What follows belongs to an exercise in optimizing a design on an open flow for small area; a production flow would make more cautious choices.
The RTL was checked by simulation tests, not by an equivalence proof against the original design.
The clock port is modelled as an ideal driver; clocking choices that lean on that would not hold on a real chip.
Power and IR drop assume default switching activity.

// bbtx_pt
module bbtx_pt (
    input  wire        clk,
    input  wire        rst,
    input  wire        cmd_valid,
    input  wire [15:0] cmd,
    input  wire        echo_pin,
    output wire        tx_out,
    output reg         trig_out,
    output wire        cmd_ready,
    output wire [15:0] STATUS,
    output wire [31:0] DUR
);
clock: 8.0 ns
lec_check: 0
cap_margin: 20
core_margin: 2
core_utilization: 40
slew_margin: 20
standard.sh (not shown) runs the stock make flow with config.mk's settings and CLKGATE_MAP_FILE= SYNTH_SCRIPT=/design/flow/synth_recipe.tcl, a recipe that flattens the netlist after the stock synthesis.
==> flow/flow/run.sh <==
#!/bin/bash
# The standard layout, with these changes:
#  1. the combinational logic of the standard synthesis is re-mapped by ABC
#     for area (sequential cells untouched, same cells and names), see
#     remap.tcl.  Several ABC scripts are tried (deepsyn with a range of
#     seeds, then amap or &nf) and the smallest netlist is kept;
#  2. port buffers use the smallest buffer, sky130_fd_sc_hd__buf_1;
#  3. the clock tree is built by hand (pre_cts.tcl): the flip-flops are split
#     into 3 groups by position, each driven by one clock buffer;
#  4. one tie cell drives all constant outputs (no tie fanout repair).
# Each tool's output goes to its own log file in this folder.
set -euo pipefail
export BUFFER_PORTS_ARGS="-buffer_cell sky130_fd_sc_hd__buf_1"
export CTS_ARGS="-sink_clustering_enable -repair_clock_nets -dont_use_dummy_load"
export SKIP_REPAIR_TIE_FANOUT=1
export PRE_CTS_TCL=$PWD/flow/pre_cts.tcl
export MY_CLK_GROUPS=3
export MY_CLK_BUFS="sky130_fd_sc_hd__clkbuf_4 sky130_fd_sc_hd__clkbuf_8 sky130_fd_sc_hd__clkbuf_16"
export MY_CLK_SLEW=0.115
R=orfs/results/${FLOW_PLATFORM}/bbtx_pt/base
YOSYS=${YOSYS_EXE:-$FLOW_HOME/../tools/install/yosys/bin/yosys}
[[ -x $YOSYS ]] || YOSYS=yosys
LIB=$FLOW_HOME/platforms/sky130hd/lib/sky130_fd_sc_hd__tt_025C_1v80.lib
NJ=${NUM_CORES:-4}

bash standard.sh synth > log_1_synth.log 2>&1
cp $R/1_2_yosys.v $R/1_2_yosys_standard.v
nseq_std=$(grep -cE "sky130_fd_sc_hd__[a-z]*(df|dl)[a-z0-9_]* " $R/1_2_yosys_standard.v || true)

mkdir -p remap
names=()
for S in 0 1 2 3 5 7 9 11 13 17 21; do
  printf 'strash\ndc2\n&get -n\n&deepsyn -T 20 -S %s\n&put\ndch -f\namap\ntopo\n' $S > remap/am$S.script
  printf 'strash\ndc2\n&get -n\n&deepsyn -T 20 -S %s\n&dch -f\n&nf -R 1000\n&put\n' $S > remap/nf$S.script
  names+=(am$S nf$S)
done
run_remap() {
  REMAP_LIB=$LIB REMAP_IN=$R/1_2_yosys_standard.v REMAP_OUT=remap/$1.v \
  REMAP_SCRIPT=remap/$1.script REMAP_DU="$(cat flow/dontuse.txt)" \
    timeout 600 $YOSYS -c flow/remap.tcl > log_2_remap_$1.log 2>&1 || true
}
i=0
for s in "${names[@]}"; do
  run_remap $s &
  i=$((i+1)); if (( i % NJ == 0 )); then wait; fi
done
wait

best=""; best_area=""
for s in "${names[@]}"; do
  [[ -s remap/$s.v && -s remap/$s.v.stat ]] || continue
  nseq=$(grep -cE "sky130_fd_sc_hd__[a-z]*(df|dl)[a-z0-9_]* " remap/$s.v || true)
  area=$(grep -m1 "Chip area for top module" remap/$s.v.stat | awk '{print $NF}')
  echo "remap $s: $area ($nseq sequential cells, standard $nseq_std)" >> log_2_remap_choice.log
  [[ $nseq == $nseq_std && -n $area ]] || continue
  if [[ -z $best ]] || awk -v a=$area -v b=$best_area 'BEGIN{exit !(a<b)}'; then best=$s; best_area=$area; fi
done
echo "chosen: ${best:-standard} ($best_area)" >> log_2_remap_choice.log
if [[ -n $best ]]; then
  cp remap/$best.v $R/1_2_yosys.v
  rm -f $R/1_synth.odb $R/1_synth.sdc
fi
bash standard.sh > log_3_layout.log 2>&1
==> flow/flow/pre_cts.tcl <==
# Clock tree by hand, sourced before CTS (which then finds the clock already
# buffered and leaves it).  The flip-flops are split into MY_CLK_GROUPS groups
# by recursive bisection of their positions; each group gets one clock buffer
# at its centre, driven straight from the clock port.  Each buffer is the
# smallest of MY_CLK_BUFS whose flip-flop clock-pin slew (placement parasitics)
# stays under MY_CLK_SLEW ns.
set ng $::env(MY_CLK_GROUPS)
set bufs $::env(MY_CLK_BUFS)
set target $::env(MY_CLK_SLEW)
set_propagated_clock [all_clocks]
set clk_net [[[ord::get_db_block] findBTerm clk] getNet]
set clk_net [$clk_net getName]
set sinks {}
foreach p [get_pins -of_objects [get_nets $clk_net]] {
  if {[get_property $p direction] ne "input"} { continue }
  set inst [[sta::sta_to_db_pin $p] getInst]
  set loc [$inst getLocation]
  lappend sinks [list [lindex $loc 0] [lindex $loc 1] $p]
}
proc bisect {pts n} {
  if {$n <= 1 || [llength $pts] < 2} { return [list $pts] }
  set xs [lmap q $pts {lindex $q 0}]; set ys [lmap q $pts {lindex $q 1}]
  set dx [expr {[tcl::mathfunc::max {*}$xs] - [tcl::mathfunc::min {*}$xs]}]
  set dy [expr {[tcl::mathfunc::max {*}$ys] - [tcl::mathfunc::min {*}$ys]}]
  set k [expr {$dx >= $dy ? 0 : 1}]
  set s [lsort -integer -index $k $pts]
  set n1 [expr {$n / 2}]
  set cut [expr {[llength $s] * $n1 / $n}]
  return [concat [bisect [lrange $s 0 [expr {$cut-1}]] $n1] [bisect [lrange $s $cut end] [expr {$n - $n1}]]]
}
set groups {}
set gi 0
foreach g [bisect $sinks $ng] {
  set sx 0; set sy 0; set pins {}
  foreach q $g { set sx [expr {$sx + [lindex $q 0]}]; set sy [expr {$sy + [lindex $q 1]}]; lappend pins [lindex $q 2] }
  set cx [expr {$sx / [llength $g] / 1000.0}]; set cy [expr {$sy / [llength $g] / 1000.0}]
  set before [lmap i [[ord::get_db_block] getInsts] {$i getName}]
  insert_buffer -buffer_cell [lindex $bufs 0] -net $clk_net -load_pins $pins -location [list $cx $cy] \
    -buffer_name clkbuf_g$gi -net_name clk_g$gi
  set name ""
  foreach i [[ord::get_db_block] getInsts] {
    if {[string match clkbuf_g$gi* [$i getName]] && [lsearch -exact $before [$i getName]] < 0} { set name [$i getName] }
  }
  lappend groups [list $name $pins]
  incr gi
}
proc group_slew {pins} {
  set mx 0
  foreach p $pins { set s [get_property $p slew_max]; if {$s > $mx} { set mx $s } }
  return $mx
}
foreach g $groups {
  lassign $g name pins
  foreach b $bufs {
    replace_cell [get_cells $name] [get_lib_cells */$b]
    estimate_parasitics -placement
    set s [group_slew $pins]
    if {$s < $target} { break }
  }
  puts "clock group $name: [llength $pins] sinks, $b, slew [format %.1f [expr {$s * 1000}]] ps"
}
Other scripts of this flow, unchanged in this note and not shown: flow/flow/dontuse.txt, flow/flow/remap.tcl
The first run went through all stages and came out clean.
==> next run, changes <==
--- a/flow/flow/run.sh
+++ b/flow/flow/run.sh
@@ -8,3 +8,4 @@
 #  3. the clock tree is built by hand (pre_cts.tcl): the flip-flops are split
-#     into 3 groups by position, each driven by one clock buffer;
+#     into 4 groups by position, each driven by one clock buffer, the
+#     smallest that keeps the clock-pin slew under 115 ps;
 #  4. one tie cell drives all constant outputs (no tie fanout repair).
@@ -16,4 +17,4 @@
 export PRE_CTS_TCL=$PWD/flow/pre_cts.tcl
-export MY_CLK_GROUPS=3
-export MY_CLK_BUFS="sky130_fd_sc_hd__clkbuf_4 sky130_fd_sc_hd__clkbuf_8 sky130_fd_sc_hd__clkbuf_16"
+export MY_CLK_GROUPS=4
+export MY_CLK_BUFS="sky130_fd_sc_hd__clkbuf_2 sky130_fd_sc_hd__clkbuf_4 sky130_fd_sc_hd__clkbuf_8 sky130_fd_sc_hd__clkbuf_16"
 export MY_CLK_SLEW=0.115
@@ -34,3 +35,4 @@
   printf 'strash\ndc2\n&get -n\n&deepsyn -T 20 -S %s\n&dch -f\n&nf -R 1000\n&put\n' $S > remap/nf$S.script
-  names+=(am$S nf$S)
+  printf 'strash\ndc2\n&get -n\n&deepsyn -T 20 -S %s\n&dch -f\n&nf -p -C 32 -F 8 -A 8 -R 1000\n&put\n' $S > remap/np$S.script
+  names+=(am$S nf$S np$S)
 done
Synthesized cell count goes down by about 3.4%. Combinational power goes up by about 5%. Power goes down by about 1.6%. Global-route usage goes down by 0.14 points. Cell area goes down by about 0.64%.

[separate check: timing with driven ports]
No port has a modelled driver above. Below, the same layouts with a new extraction and two added sets of constraints. Step 1, drivers: a clkbuf_16 drives clk and a buf_2 each remaining input, both assumed. Step 2 moves the port delays by t, midway between the first and last clock arrival at a register: inputs arrive t later, outputs are due t later. That takes back most of the time a late clock gives input paths. Three values: ideal ports, drivers, drivers and shift; two values: the first two.
run	shift t [ns]	setup WS [ns]	worst setup path after step 2	clock arrival spread, ns
the first run	0.191	3.418 / 3.398 / 3.398	input to output	0.016 / 0.015
the second run	0.198	3.393 / 3.374 / 3.374	input to output	0.028 / 0.028
After both steps every run listed still meets setup and hold. The setup slack of the first run, which loses most, moves by -0.020 ns with the drivers and by -0.020 ns with both steps.
